Source: an optimization exercise on an open RTL-to-GDS flow (aim: small area, a short achievable clock period and few clock cycles per item). Production flows keep margins and buffers that such runs may drop.
At most, simulation tests tie the RTL to the original design; equivalence was not proved.
Power and IR drop assume default switching activity.

==> inputs of 02-19 <==
// chunk_decoder
module chunk_decoder (
    input  wire        clk,
    input  wire        rst,         
    input  wire        in_valid,
    input  wire [7:0]  in_data,
    output wire        in_ready,
    output wire        out_valid,
    input  wire        out_ready,
    output wire        out_hdr,
    output wire [3:0]  out_kind,
    output wire [23:0] out_value,
    output wire [8:0]  out_len,
    output wire [7:0]  out_data,
    output wire        fault,
    output wire [7:0]  fault_tag
);
    localparam integer RING = 256;
    localparam integer QD   = 6;
    localparam [3:0] K_DATA    = 4'd7;
    localparam [3:0] K_UNKNOWN = 4'd8;
    integer i;
    reg        in_ready_r;
    reg        stop;                  
    reg  [7:0] a_d;
    reg        a_v;
    reg        need_tag;              
    reg        need_len;              
    reg  [7:0] rem_in;                
    reg  [8:0] cin;                   
    reg        fault_r;
    reg  [7:0] fault_tag_r;
    wire       in_fire = in_valid & in_ready_r;
    wire [2:0] a_cls   = a_d[7:5];
    wire       a_bad   = a_d[7] & ~(a_d[6] & a_d[5]);
    reg        p_need_tag, p_need_len, p_done;
    reg  [7:0] p_rem;
    always @(*) begin
        p_need_tag = need_tag;
        p_need_len = need_len;
        p_rem      = rem_in;
        p_done     = 1'b0;
        if (a_v) begin
            if (need_tag) begin
                case (a_cls)
                    3'd0: p_done = 1'b1;
                    3'd1, 3'd2, 3'd3: begin
                        p_need_tag = 1'b0;
                        p_rem      = {6'd0, a_cls[1:0]};
                    end
                    3'd7: begin
                        p_need_tag = 1'b0;
                        p_need_len = 1'b1;
                    end
                    default: p_need_tag = 1'b1;   
                endcase
            end else if (need_len) begin
  ...
Settings: LEC_CHECK=0, ABC_CLOCK_PERIOD_IN_PS=2500, CAP_MARGIN=20, CORE_MARGIN=2, CORE_UTILIZATION=40, SETUP_SLACK_MARGIN=4.0, SLEW_MARGIN=20; clock period 7.0 ns.
run.sh (not shown) runs the stock make flow with config.mk's settings and CLKGATE_MAP_FILE= SYNTH_SCRIPT=/design/flow/synth_recipe.tcl, a recipe that flattens the netlist after the stock synthesis.
==> 03-24: changes against 02-19 <==
--- a/flow/design.v
+++ b/flow/design.v
@@ -70,39 +70,35 @@
         end
     end
     wire a_is_bad = a_v & need_tag & a_bad;
     wire a_push   = a_v & ~a_is_bad;
     wire in_bad   = in_data[7] & ~(in_data[6] & in_data[5]);
     wire stop_nx  = stop | (in_fire & p_need_tag & in_bad);
     reg  [7:0] w0, w1, w2;
-    reg        wf0, wf1, wf2;         
     reg  [1:0] wcnt;
-    reg  [7:0] ph;
-    reg  [8:0] hs;
-    reg        w_need_len;            
     reg  [RING*8-1:0] ring_d;
-    reg  [RING-1:0]   ring_v;
-    reg               fl;             
-    reg               bk;             
-    reg  [7:0]        tcnt;           
+    reg  [8:0]        rcnt;           
+    reg               rempty;         
+    reg               rone;           
+    reg               rfull;          
+    reg  [7:0]        ph;
+    reg  [7:0]        hd;
     wire [7:0] rd_d = ring_d[RING*8-1 -: 8];
-    wire       rd_v = ring_v[RING-1] & ~fl;
+    wire       rd_v = ~rempty & (hd == 8'd0);
     reg  [7:0]    qm [0:QD-1];
     reg  [QD-1:0] qv;
     wire [7:0]    q0 = qm[0];
     wire [7:0]    q1 = qm[1];
     wire          q0v = qv[0];
     wire          q1v = qv[1];
-    wire take  = rd_v & ~bk & ~qv[QD-1];
-    wire miss  = rd_v & ~bk & qv[QD-1];
-    wire contig  = (ph == 8'd1);
-    wire hole_ok = ~bk & (wf0 | (~w_need_len & ~hs[8]));
-    wire wr      = (wcnt != 2'd0) & (~rd_v | take) & (contig | hole_ok);
+    wire take  = rd_v & ~qv[QD-1];
+    wire wr    = (wcnt != 2'd0) &
+                 (rempty | (rone & take) | ((ph == 8'd1) & (~rfull | take)));
     wire [7:0] st0_d = wr ? w0 : rd_d;
-    wire       st0_v = wr | (rd_v & ~take);
+    wire [8:0] rcnt_nx = rcnt + {8'd0, wr} - {8'd0, take};
     function [6:0] dec(input [7:0] b);
         reg [3:0] k;
         begin
             case (b)
                 8'h31: k = 4'd0;
                 8'h52: k = 4'd1;
                 8'h55: k = 4'd2;
@@ -357,38 +353,35 @@
     wire [6:0] f0_c2 = ins2_0 ? dec_rd : dec_q2;
     wire       nz1_c0 = ins0_1 ? dec_rd[1] : f1nz;
     wire       nz1_c1 = ins1_1 ? dec_rd[1] : dec_q2[1];
     wire       nz1_c2 = ins2_1 ? dec_rd[1] : (qm[3] != 8'd0);
     wire [6:0] f0_n  = (pop_g == 2'd1) ? f0_c1 : (pop_g == 2'd2) ? f0_c2 : f0_c0;
     wire       f1nz_n = (pop_g == 2'd1) ? nz1_c1 : (pop_g == 2'd2) ? nz1_c2 : nz1_c0;
     reg [7:0] wn0, wn1, wn2;
-    reg       wfn0, wfn1, wfn2;
     wire [1:0] wpop = {1'b0, wr};
     always @(*) begin
-        if (wr) begin wn0 = w1; wn1 = w2; wn2 = w2; wfn0 = wf1; wfn1 = wf2; wfn2 = wf2; end
-        else    begin wn0 = w0; wn1 = w1; wn2 = w2; wfn0 = wf0; wfn1 = wf1; wfn2 = wf2; end
+        if (wr) begin wn0 = w1; wn1 = w2; wn2 = w2; end
+        else    begin wn0 = w0; wn1 = w1; wn2 = w2; end
         if (a_push) begin
             case (wcnt - wpop)
-                2'd0: begin wn0 = a_d; wfn0 = need_tag; end
-                2'd1: begin wn1 = a_d; wfn1 = need_tag; end
-                default: begin wn2 = a_d; wfn2 = need_tag; end
+                2'd0: wn0 = a_d;
+                2'd1: wn1 = a_d;
+                default: wn2 = a_d;
             endcase
         end
     end
     wire [1:0] wcnt_nx = wcnt - wpop + {1'b0, a_push};
     wire       room    = ({1'b0, wcnt - wpop} + {2'b0, a_v} + {2'b0, in_ready_r}) <= 3'd2;
     always @(posedge clk) begin
         ring_d <= {ring_d[(RING-1)*8-1:0], st0_d};
-        ring_v <= {ring_v[RING-2:0], st0_v};
         a_d    <= in_data;
         for (i = 0; i < QD; i = i + 1) qm[i] <= qn[i];
         f0   <= f0_n;
         f1nz <= f1nz_n;
         w0 <= wn0; w1 <= wn1; w2 <= wn2;
-        wf0 <= wfn0; wf1 <= wfn1; wf2 <= wfn2;
         if (o_free) begin
             val    <= val_nx;
             t_reg  <= t_nx;
             b1_reg <= b1_nx;
             tk     <= tk_nx;
             need   <= need_nx;
             rem    <= rem_nx;
@@ -407,58 +400,44 @@
             a_v        <= 1'b0;
             need_tag   <= 1'b1;
             need_len   <= 1'b0;
             rem_in     <= 8'd0;
             cin        <= 9'd0;
             fault_r    <= 1'b0;
             wcnt       <= 2'd0;
+            rcnt       <= 9'd0;
+            rempty     <= 1'b1;
+            rone       <= 1'b0;
+            rfull      <= 1'b0;
             ph         <= 8'd0;
-            hs         <= 9'd0;
-            w_need_len <= 1'b0;
+            hd         <= 8'd0;
             qv         <= {QD{1'b0}};
-            fl         <= 1'b1;
-            bk         <= 1'b0;
-            tcnt       <= RING - 1;
             {s_tag, s_tlm, s_b1, s_b2, s_ut, s_ub1, s_pay} <= 7'b1000000;
             cout       <= 9'd0;
             o_valid    <= 1'b0;
         end else begin
             stop       <= stop_nx;
             in_ready_r <= ~stop_nx & room;
             a_v        <= in_fire;
             need_tag   <= p_need_tag;
             need_len   <= p_need_len;
             rem_in     <= p_rem;
             cin        <= cin + {8'd0, p_done};
             if (a_is_bad) fault_r <= 1'b1;
             wcnt       <= wcnt_nx;
-            if (wr) begin
-                ph <= 8'd1;
-                if (wf0) begin
-                    w_need_len <= (w0[7:5] == 3'd7);
-                    hs         <= (w0[7:5] == 3'd7) ? 9'h1FF : 9'd248;
-                end else if (w_need_len) begin
-                    w_need_len <= 1'b0;
-                    hs         <= 9'd254 - {1'b0, w0};
-                end
-            end else begin
-                ph <= ph + 8'd1;
-                if (!hs[8]) hs <= hs - 9'd1;
-            end
+            rcnt   <= rcnt_nx;
+            rempty <= (rcnt_nx == 9'd0);
+            rone   <= (rcnt_nx == 9'd1);
+            rfull  <= (rcnt_nx == RING);
+            ph     <= wr ? 8'd1 : ph + 8'd1;
+            if (wr && (rempty || (rone && take)))
+                hd <= RING - 1;
+            else if (!take)
+                hd <= hd - 8'd1;
             qv <= qvn;
-            if (fl | bk) begin
-                if (tcnt == 8'd0) begin
-                    fl <= 1'b0;
-                    bk <= 1'b0;
-                end else
-                    tcnt <= tcnt - 8'd1;
-            end else if (miss) begin
-                bk   <= 1'b1;
-                tcnt <= RING - 2;
-            end
             if (o_free)
                 {s_tag, s_tlm, s_b1, s_b2, s_ut, s_ub1, s_pay} <=
                     {n_tag, n_tlm, n_b1, n_b2, n_ut, n_ub1, n_pay};
             cout <= cout + {8'd0, o_free & beat_hdr};
             if (o_free) o_valid <= beat;
         end
     end
ABC_CLOCK_PERIOD_IN_PS = unset   (was 2500)
CORE_UTILIZATION = 65   (was 40)
==> 04-11: changes against 02-19 <==
ABC_CLOCK_PERIOD_IN_PS = unset   (was 2500)
SETUP_SLACK_MARGIN = unset   (was 4.0)
==> impl_results.md <==
- Worst setup path start: o_len[1]$_DFFE_PP_
- FF+latch area: 52500 um^2
- Die W: 395 um
- RR Endpoint: f0[0]$_DFFE_PP_
- Part of the power in registers: 0.552
- Synth Area in Compound Gates: 0.0485
- Clk_skew: ~0.046 ns
- Fillers: roughly 13000
- Status: finished clean
- Pwr dens: 398 nW/um^2
- Area grow syn2layout: 19.6%
- Top Metal Used: met5
- Synth Instances: 4017
- RSZ-0062 raised after global routing: true
That was 02-19.
==> impl_results.md <==
- Status: finished clean
- Area grow syn2layout: 19.6%
- RR Endpoint: rempty$_SDFF_PP1_
- Worst setup path start: hd[1]$_SDFFE_PP0P_
- RSZ-0062 raised after global routing: true
- Synth Area in Compound Gates: 0.0548
- Top Metal Used: met5
- Pwr dens: 448 nW/um^2
That was 03-24.
==> impl_results.md <==
- Worst setup path start: t_reg[1]$_DFFE_PP_
- RSZ-0062 raised after global routing: false
- Status: finished clean
- Clk_skew: 0.0473 ns
- RR Endpoint: qv[2]$_SDFF_PP0_
- Top Metal Used: met4
- Synth Instances: approximately 4000
That was 04-11.
No functional check of the RTL was part of any run of this note.

* * *

==> inputs of umber <==
chunk_decoder, a different RTL version from the one above (not shown whole).
make LEC_CHECK=0 CAP_MARGIN=20 CORE_MARGIN=2 CORE_UTILIZATION=40 SETUP_SLACK_MARGIN=4.3 SLEW_MARGIN=20 finish   # period 7.0 ns
==> sierra (differences from umber) <==
--- a/flow/design.v
+++ b/flow/design.v
@@ -26,17 +26,16 @@
     reg        need_tag;              
     reg        need_len;              
     reg  [7:0] rem_in;                
     reg  [8:0] pend;                  
     reg        complete;              
     reg        pend1;                 
     reg        done_r;                
     reg        fault_r;
-    reg  [7:0] fault_tag_r;
     reg        in_e1;                 
     wire       in_fire = in_valid & in_ready_r;
     wire [2:0] a_cls   = a_d[7:5];
     wire       a_bad   = a_d[7] & ~(a_d[6] & a_d[5]);
     reg        p_need_tag, p_need_len, p_done;
     reg  [7:0] p_rem;
     always @(*) begin
         p_need_tag = need_tag;
@@ -390,32 +389,31 @@
                 default: begin wn2 = a_d; wun2 = a_unk; end
             endcase
         end
     end
     wire [1:0] wcnt_nx = wcnt - wpop + {1'b0, a_push};
     wire       room    = ({1'b0, wcnt - wpop} + {2'b0, a_v} + {2'b0, in_ready_r}) <= 3'd2;
     always @(posedge clk) begin
         ring_d <= {ring_d[(RING-1)*8-1:0], st0_d};
-        a_d    <= in_data;
+        a_d    <= ({8{~stop}} & in_data) | ({8{a_is_bad | fault_r}} & a_d);
         for (i = 0; i < QD; i = i + 1) qm[i] <= qn[i];
         f0   <= f0_n;
         f1nz <= f1nz_n;
         w0 <= wn0; w1 <= wn1; w2 <= wn2;
         wu0 <= wun0; wu1 <= wun1; wu2 <= wun2;
         if (o_free) begin
             t_e1   <= t_e1_nx;
             t_reg  <= t_nx;
             b1_reg <= b1_nx;
             tk     <= tk_nx;
             need   <= need_nx;
             rem    <= rem_nx;
             u7     <= u7_nx;
         end
-        fault_tag_r <= ({8{a_is_bad}} & a_d) | ({8{fault_r}} & fault_tag_r);
         {o_kind, o_len} <= ({13{o_ld}} & {b_kind, b_len}) |
                            ({13{~o_free}} & {o_kind, o_len});
         o_hdr <= ~rst & ((o_ld & beat_hdr) | (~o_free & o_hdr));
         o_value <= ({24{o_ld}} & b_value) | ({24{o_vl}} & val_nx) |
                    ({24{~(o_ld | o_vl)}} & o_value);
         if (rst) begin
             in_ready_r <= 1'b1;
             stop       <= 1'b0;
@@ -479,10 +477,10 @@
     assign out_valid = o_valid;
     assign out_hdr   = o_hdr;
     assign out_kind  = o_kind;
     assign out_value = o_value;
     assign out_len   = o_len;
     assign out_data  = o_value[7:0];
     assign val       = o_value;
     assign fault     = fault_r;
-    assign fault_tag = fault_tag_r;
+    assign fault_tag = a_d;
 endmodule
Settings changed: CORE_UTILIZATION 40 to 50, CTS_CLUSTER_DIAMETER set to 100, CTS_CLUSTER_SIZE set to 24.
==> qor summary <==
| item | umber | sierra |
|---|---|---|
| Run status | timing/DRC/antenna clean | timing/DRC/antenna clean |
| Worst hold slack after final layout | 0.294 ns | 0.308 ns |
| Met3 wirelength from detailed routing | 5450 µm | 4940 µm |
| Tap cells | 1,768 | 1,403 |
| Via density per instance | 4.45 | 4.85 |
| Switch Pwr | 0.00644 W | 0.00474 W |
| # H-tree levels | 4 | 3 |
| Max layer used | met5 | met4 |
| Critical register-to-register path startpoint | wcnt[0] | a_d[4] |
| DIE AREA | 0.138 mm² | 0.110 mm² |
| Fraction of post-synthesis cell area in the top cell type by area | 0.811 | 0.808 |
| Fill cell total of the finished layout | 11,500 | 8,651 |
| Final design instance area without fill | 0.0644 mm² | 0.0599 mm² |
Testbench counts of sierra, summed over its fixed seeds: cycles 26,564, items 1,600.
No functional check of the RTL was part of umber.

* * *

==> lagoon: inputs <==
chunk_decoder, a different RTL version from the one above (not shown whole).
export LEC_CHECK = 0
export CAP_MARGIN = 20
export CORE_MARGIN = 2
export CORE_UTILIZATION = 40
export CTS_CLUSTER_DIAMETER = 100
export CTS_CLUSTER_SIZE = 24
export SETUP_SLACK_MARGIN = 4.15
export SLEW_MARGIN = 20
create_clock -name core_clock -period 7.0 [get_ports {clk}]
==> garnet: changes against lagoon <==
--- a/flow/design.v
+++ b/flow/design.v
@@ -22,19 +22,17 @@
     reg        in_ready_r;
     reg        stop;                  
     reg  [7:0] a_d;
     reg        a_v;
     reg        need_tag;              
     reg        need_len;              
     reg  [7:0] rem_in;                
-    reg  [8:0] pend;                  
-    reg        complete;              
-    reg        pend1;                 
-    reg        done_r;                
+    reg  [8:0] cin;                   
     reg        fault_r;
+    reg  [7:0] fault_tag_r;
     reg        in_e1;                 
     wire       in_fire = in_valid & in_ready_r;
     wire [2:0] a_cls   = a_d[7:5];
     wire       a_bad   = a_d[7] & ~(a_d[6] & a_d[5]);
     reg        p_need_tag, p_need_len, p_done;
     reg  [7:0] p_rem;
     always @(*) begin
@@ -81,33 +79,37 @@
     wire in_bad   = in_data[7] & ~(in_data[6] & in_data[5]);
     wire stop_nx  = stop | (in_fire & p_need_tag & in_bad);
     reg  [7:0] w0, w1, w2;
     reg        wu0, wu1, wu2;         
     reg  [1:0] wcnt;
     reg        fill;                  
     reg  [RING*8-1:0] ring_d;
+    reg  [8:0]        rcnt;           
     reg               rempty;         
-    reg               tl;             
+    reg               rone;           
+    reg               rfull;          
     reg  [7:0]        ph;
     reg               contig;
     reg  [7:0]        hd;
     reg               rd_v;
     wire [7:0] rd_d = ring_d[RING*8-1 -: 8];
     reg  [7:0]    qm [0:QD-1];
     reg  [QD-1:0] qv;
     wire [7:0]    q0 = qm[0];
     wire [7:0]    q1 = qm[1];
     wire          q0v = qv[0];
     wire          q1v = qv[1];
     wire take  = rd_v & ~qv[QD-1];
-    wire last  = take & tl;                          
-    wire wr_ok = rempty | last | (contig & (~rd_v | take));
+    wire wr_ok = rempty | (rone & take) | (contig & (~rfull | take));
     wire wr    = ((wcnt != 2'd0) | fill) & wr_ok;    
     wire wpp   = wr & ~fill;                         
-    wire newhead = wr & (rempty | last);    
+    wire newhead = wr & (rempty | (rone & take));    
+    wire r_inc   = wr & ~take;
+    wire r_dec   = take & ~wr;
+    wire r_same  = ~(r_inc | r_dec);
     wire [7:0] st0_d = wr ? w0 : rd_d;
     function [6:0] dec(input [7:0] b);
         reg [3:0] k;
         begin
             case (b)
                 8'h31: k = 4'd0;
                 8'h52: k = 4'd1;
@@ -140,19 +142,21 @@
     reg  [2:0]  tk;           
     wire [23:0] val;          
     reg  [7:0]  t_reg;        
     reg         t_e1;         
     reg  [7:0]  b1_reg;       
     reg         u7;           
     reg  [7:0]  rem;          
+    reg  [8:0]  cout;         
     reg         o_valid, o_hdr;
     reg  [3:0]  o_kind;
     reg  [23:0] o_value;      
     reg  [8:0]  o_len;
     wire o_free   = ~o_valid | out_ready;
+    wire complete = (cin != cout);
     function [23:0] tlm_val(input [2:0] k, input [23:0] v);
         if (k == 3'd0)
             tlm_val = {{16{v[7]}}, v[7:0]};
         else if (k == 3'd1 || k == 3'd2)
             tlm_val = {8'h00, v[15:0]};
         else
             tlm_val = v;
@@ -327,16 +331,14 @@
             b_value = {16'h0000, q0};
             pop = 2'd1;
             rem_nx = rem_m1;
             if (rem == 8'd1) begin n_pay = 1'b0; n_tag = 1'b1; end
         end
     end
     wire [1:0] pop_g = o_free ? pop : 2'd0;
-    wire       p_inc = done_r;
-    wire       p_dec = o_free & beat_hdr;
     wire       p_1   = o_free & (pop == 2'd1);
     wire       p_2   = o_free & (pop == 2'd2);
     wire       p_0   = ~(p_1 | p_2);
     wire       o_ld  = o_free & beat;
     wire       o_vl  = o_free & vload & ~beat;
     reg [7:0]    qn [0:QD-1];
     reg [QD-1:0] qvn;
@@ -349,15 +351,19 @@
             c1 = (i + 1 < QD) ? ((take && qv[i] && !qvp[i+2]) ? rd_d : qm[(i+1)%QD]) : rd_d;
             c2 = (i + 2 < QD) ? ((take && qvp[i+2] && !qvp[i+3]) ? rd_d : qm[(i+2)%QD]) : rd_d;
             qn[i] = ({8{p_0}} & c0) | ({8{p_1}} & c1) | ({8{p_2}} & c2);
         end
         v0 = qv | (take ? {qv[QD-2:0], 1'b1} : {QD{1'b0}});
         v1 = {1'b0, qv[QD-1:1]} | (take ? qv : {QD{1'b0}});
         v2 = {2'b0, qv[QD-1:2]} | (take ? {1'b0, qv[QD-1:1]} : {QD{1'b0}});
-        qvn = ({QD{p_0}} & v0) | ({QD{p_1}} & v1) | ({QD{p_2}} & v2);
+        case (pop_g)
+            2'd1:    qvn = v1;
+            2'd2:    qvn = v2;
+            default: qvn = v0;
+        endcase
     end
     wire [6:0] dec_rd = dec(rd_d);
     wire [6:0] dec_q1 = dec(qm[1]);
     wire [6:0] dec_q2 = dec(qm[2]);
     wire       ins0_0 = take & ~qv[0];
     wire       ins1_0 = take & qv[0] & ~qv[1];
     wire       ins2_0 = take & qv[1] & ~qv[2];
@@ -386,93 +392,93 @@
             endcase
         end
     end
     wire [1:0] wcnt_nx = wcnt - wpop + {1'b0, a_push};
     wire       room    = ({1'b0, wcnt - wpop} + {2'b0, a_v} + {2'b0, in_ready_r}) <= 3'd2;
     always @(posedge clk) begin
         ring_d <= {ring_d[(RING-1)*8-1:0], st0_d};
-        a_d    <= ({8{~stop}} & in_data) | ({8{a_is_bad | fault_r}} & a_d);
+        a_d    <= in_data;
         for (i = 0; i < QD; i = i + 1) qm[i] <= qn[i];
         f0   <= f0_n;
         f1nz <= f1nz_n;
         w0 <= wn0; w1 <= wn1; w2 <= wn2;
         wu0 <= wun0; wu1 <= wun1; wu2 <= wun2;
         if (o_free) begin
             t_e1   <= t_e1_nx;
             t_reg  <= t_nx;
             b1_reg <= b1_nx;
             tk     <= tk_nx;
             need   <= need_nx;
             rem    <= rem_nx;
             u7     <= u7_nx;
         end
+        fault_tag_r <= ({8{a_is_bad}} & a_d) | ({8{fault_r}} & fault_tag_r);
         {o_kind, o_len} <= ({13{o_ld}} & {b_kind, b_len}) |
                            ({13{~o_free}} & {o_kind, o_len});
         o_hdr <= ~rst & ((o_ld & beat_hdr) | (~o_free & o_hdr));
         o_value <= ({24{o_ld}} & b_value) | ({24{o_vl}} & val_nx) |
                    ({24{~(o_ld | o_vl)}} & o_value);
         if (rst) begin
             in_ready_r <= 1'b1;
             stop       <= 1'b0;
             a_v        <= 1'b0;
             need_tag   <= 1'b1;
             need_len   <= 1'b0;
             rem_in     <= 8'd0;
-            pend       <= 9'd0;
-            complete   <= 1'b0;
-            pend1      <= 1'b0;
-            done_r     <= 1'b0;
+            cin        <= 9'd0;
             fault_r    <= 1'b0;
             wcnt       <= 2'd0;
             fill       <= 1'b0;
+            rcnt       <= 9'd0;
             rempty     <= 1'b1;
-            tl         <= 1'b0;
+            rone       <= 1'b0;
+            rfull      <= 1'b0;
             ph         <= 8'd0;
             contig     <= 1'b0;
             hd         <= 8'd0;
             rd_v       <= 1'b0;
             qv         <= {QD{1'b0}};
             {s_tag, s_tlm, s_b1, s_b2, s_ut, s_ub1, s_pay} <= 7'b1000000;
+            cout       <= 9'd0;
             o_valid    <= 1'b0;
         end else begin
             stop       <= stop_nx;
             in_ready_r <= ~stop_nx & room;
             a_v        <= in_fire;
             need_tag   <= p_need_tag;
             need_len   <= p_need_len;
             rem_in     <= p_rem;
-            done_r     <= p_done;
-            pend       <= p_dec ? pend + {8'd0, p_inc} - 9'd1 : pend + {8'd0, p_inc};
-            complete   <= (complete & ~(pend1 & p_dec & ~p_inc)) | p_inc;
-            pend1      <= (~complete & p_inc) | (pend1 & (p_inc ~^ p_dec)) |
-                          ((pend == 9'd2) & p_dec & ~p_inc);
+            cin        <= cin + {8'd0, p_done};
             if (a_is_bad) fault_r <= 1'b1;
             wcnt       <= wcnt_nx;
             if (wr) fill <= ~fill & wu0;
             if (a_v & need_tag) in_e1 <= (a_d == 8'hE1);
-            rempty <= ~wr & (rempty | last);
-            tl     <= ~wr & (ph == RING - 1);
+            rcnt   <= rcnt + {8'd0, wr} - {8'd0, take};
+            rempty <= (rempty & r_same) | (rone & r_dec);
+            rone   <= (rempty & r_inc) | (rone & r_same) | ((rcnt == 9'd2) & r_dec);
+            rfull  <= (rfull & r_same) | ((rcnt == RING - 1) & r_inc);
             ph     <= wr ? 8'd1 : (ph == RING - 1) ? 8'd0 : ph + 8'd1;
             contig <= wr | (ph == 8'd0);
             if (newhead)
                 hd <= RING - 1;
             else if (!take)
                 hd <= (hd == 8'd0) ? RING - 1 : hd - 8'd1;
-            rd_v <= ~newhead & ((take & ~last) | (~take & ~rempty & (hd == 8'd1)));
+            rd_v <= ~newhead & ((take & ~(rone & ~wr)) | (~take & ~rempty & (hd == 8'd1)));
             qv <= qvn;
             if (o_free)
                 {s_tag, s_tlm, s_b1, s_b2, s_ut, s_ub1, s_pay} <=
                     {n_tag, n_tlm, n_b1, n_b2, n_ut, n_ub1, n_pay};
+            cout <= cout + {8'd0, o_free & beat_hdr};
             if (o_free) o_valid <= beat;
         end
     end
     assign in_ready  = in_ready_r;
     assign out_valid = o_valid;
     assign out_hdr   = o_hdr;
     assign out_kind  = o_kind;
     assign out_value = o_value;
     assign out_len   = o_len;
     assign out_data  = o_value[7:0];
     assign val       = o_value;
     assign fault     = fault_r;
-    assign fault_tag = a_d;
+    assign fault_tag = fault_tag_r;
 endmodule
- CTS_CLUSTER_DIAMETER: 100 -> not set
- CTS_CLUSTER_SIZE: 24 -> not set
- SETUP_SLACK_MARGIN: 4.15 -> 4.0
==> indigo: changes against lagoon <==
--- a/flow/design.v
+++ b/flow/design.v
@@ -81,33 +81,37 @@
     wire in_bad   = in_data[7] & ~(in_data[6] & in_data[5]);
     wire stop_nx  = stop | (in_fire & p_need_tag & in_bad);
     reg  [7:0] w0, w1, w2;
     reg        wu0, wu1, wu2;         
     reg  [1:0] wcnt;
     reg        fill;                  
     reg  [RING*8-1:0] ring_d;
+    reg  [8:0]        rcnt;           
     reg               rempty;         
-    reg               tl;             
+    reg               rone;           
+    reg               rfull;          
     reg  [7:0]        ph;
     reg               contig;
     reg  [7:0]        hd;
     reg               rd_v;
     wire [7:0] rd_d = ring_d[RING*8-1 -: 8];
     reg  [7:0]    qm [0:QD-1];
     reg  [QD-1:0] qv;
     wire [7:0]    q0 = qm[0];
     wire [7:0]    q1 = qm[1];
     wire          q0v = qv[0];
     wire          q1v = qv[1];
     wire take  = rd_v & ~qv[QD-1];
-    wire last  = take & tl;                          
-    wire wr_ok = rempty | last | (contig & (~rd_v | take));
+    wire wr_ok = rempty | (rone & take) | (contig & (~rfull | take));
     wire wr    = ((wcnt != 2'd0) | fill) & wr_ok;    
     wire wpp   = wr & ~fill;                         
-    wire newhead = wr & (rempty | last);    
+    wire newhead = wr & (rempty | (rone & take));    
+    wire r_inc   = wr & ~take;
+    wire r_dec   = take & ~wr;
+    wire r_same  = ~(r_inc | r_dec);
     wire [7:0] st0_d = wr ? w0 : rd_d;
     function [6:0] dec(input [7:0] b);
         reg [3:0] k;
         begin
             case (b)
                 8'h31: k = 4'd0;
                 8'h52: k = 4'd1;
@@ -420,16 +424,18 @@
             pend       <= 9'd0;
             complete   <= 1'b0;
             pend1      <= 1'b0;
             done_r     <= 1'b0;
             fault_r    <= 1'b0;
             wcnt       <= 2'd0;
             fill       <= 1'b0;
+            rcnt       <= 9'd0;
             rempty     <= 1'b1;
-            tl         <= 1'b0;
+            rone       <= 1'b0;
+            rfull      <= 1'b0;
             ph         <= 8'd0;
             contig     <= 1'b0;
             hd         <= 8'd0;
             rd_v       <= 1'b0;
             qv         <= {QD{1'b0}};
             {s_tag, s_tlm, s_b1, s_b2, s_ut, s_ub1, s_pay} <= 7'b1000000;
             o_valid    <= 1'b0;
@@ -445,23 +451,25 @@
             complete   <= (complete & ~(pend1 & p_dec & ~p_inc)) | p_inc;
             pend1      <= (~complete & p_inc) | (pend1 & (p_inc ~^ p_dec)) |
                           ((pend == 9'd2) & p_dec & ~p_inc);
             if (a_is_bad) fault_r <= 1'b1;
             wcnt       <= wcnt_nx;
             if (wr) fill <= ~fill & wu0;
             if (a_v & need_tag) in_e1 <= (a_d == 8'hE1);
-            rempty <= ~wr & (rempty | last);
-            tl     <= ~wr & (ph == RING - 1);
+            rcnt   <= r_inc ? rcnt + 9'd1 : r_dec ? rcnt - 9'd1 : rcnt;
+            rempty <= (rempty & r_same) | (rone & r_dec);
+            rone   <= (rempty & r_inc) | (rone & r_same) | ((rcnt == 9'd2) & r_dec);
+            rfull  <= (rfull & r_same) | ((rcnt == RING - 1) & r_inc);
             ph     <= wr ? 8'd1 : (ph == RING - 1) ? 8'd0 : ph + 8'd1;
             contig <= wr | (ph == 8'd0);
             if (newhead)
                 hd <= RING - 1;
             else if (!take)
                 hd <= (hd == 8'd0) ? RING - 1 : hd - 8'd1;
-            rd_v <= ~newhead & ((take & ~last) | (~take & ~rempty & (hd == 8'd1)));
+            rd_v <= ~newhead & ((take & ~(rone & ~wr)) | (~take & ~rempty & (hd == 8'd1)));
             qv <= qvn;
             if (o_free)
                 {s_tag, s_tlm, s_b1, s_b2, s_ut, s_ub1, s_pay} <=
                     {n_tag, n_tlm, n_b1, n_b2, n_ut, n_ub1, n_pay};
             if (o_free) o_valid <= beat;
         end
     end
- ABC_AREA: not set -> 1
- SETUP_SLACK_MARGIN: 4.15 -> 4.3
==> qor summary <==
| quantity | lagoon | garnet | indigo |
|---|---|---|---|
| Sequential cell area share | 0.755 | 0.700 | 0.736 |
| Detailed placer's ending HPWL | 47,100 µm | 48,300 µm | 52,200 µm |
| Storage element area | 44,700 µm² | 45,200 µm² | 44,900 µm² |
| Mean routed wirelength per cell | 14.7 µm | 14.6 µm | 14.3 µm |
| Area share of the largest cell type after synthesis | 0.813 | 0.807 | 0.795 |
| Highest ir drop seen on vdd | 0.000240 V | 0.000242 V | 0.000243 V |
| Logic depth of the worst setup path including buffers | 9 | 12 | 2 |
| Seq cells post-synth | 2,208 | 2,232 | 2,218 |
| DR pass1 iterations | 6 | 6 | 5 |
| Status | complete, no violations | complete, no violations | complete, no violations |
| Area Growth Syn to Fin | 11.0% | 18.7% | 11.3% |
| Overall die height | 369 µm | 373 µm | 374 µm |
| Sequential group share of total power | 0.634 | 0.527 | 0.641 |
| Final core utilization | 0.446 | 0.477 | 0.449 |
| Routability congestion estimate | 0.850 | 0.875 | 0.908 |
| Synth Cell Area | 53,400 µm² | 54,400 µm² | 54,800 µm² |
| Final setup margin | 4.18 ns | 4.06 ns | 4.24 ns |
Testbench counts of lagoon, summed over its fixed seeds: cycles 26,564, items 1,600.
Testbench counts of garnet, summed over its fixed seeds: cycles 26,564, items 1,600.
Testbench counts of indigo, summed over its fixed seeds: cycles 26,564, items 1,600.

[static timing again, ports no longer ideal]
Ports are ideal in the flow. The routed layouts listed here were re-timed in OpenROAD. Step 1, drivers: a clkbuf_16 drives clk and a buf_2 each remaining input, both assumed. Step 2 adds t to the input delays and takes it off the output delays; t is the mean of the earliest and latest rising clock arrival at the registers after step 1. Input paths then give back, and output paths get back, about the clock's delay inside the block. Three values: ideal, step 1, step 2; two values: the first two.
run | t, ns | slack for setup (ns) | hold slack, ns | clock arrival spread, ns
02-19 | 0.883 | 3.971 / 3.898 / 3.044 | 0.293 / 0.293 / 0.293 | 0.051 / 0.051
03-24 | 0.883 | 2.996 / 2.996 / 2.806 | 0.284 / 0.284 / 0.284 | 0.088 / 0.088
04-11 | 0.865 | 2.538 / 2.538 / 1.936 | 0.298 / 0.298 / 0.298 | 0.051 / 0.051
umber | 0.855 | 4.246 / 4.176 / 3.458 | 0.294 / 0.294 / 0.294 | 0.047 / 0.046
sierra | 0.764 | 4.263 / 4.205 / 3.849 | 0.308 / 0.308 / 0.308 | 0.047 / 0.047
lagoon | 0.758 | 4.182 / 4.145 / 3.451 | 0.307 / 0.307 / 0.307 | 0.049 / 0.049
garnet | 0.847 | 4.059 / 4.017 / 3.248 | 0.275 / 0.275 / 0.275 | 0.068 / 0.068
indigo | 0.795 | 4.236 / 4.167 / 3.542 | 0.304 / 0.304 / 0.304 | 0.063 / 0.064
After both steps every run listed still meets setup and hold. For 02-19, which loses most, drivers alone change the setup slack by -0.073 ns; drivers and shift together by -0.927 ns.
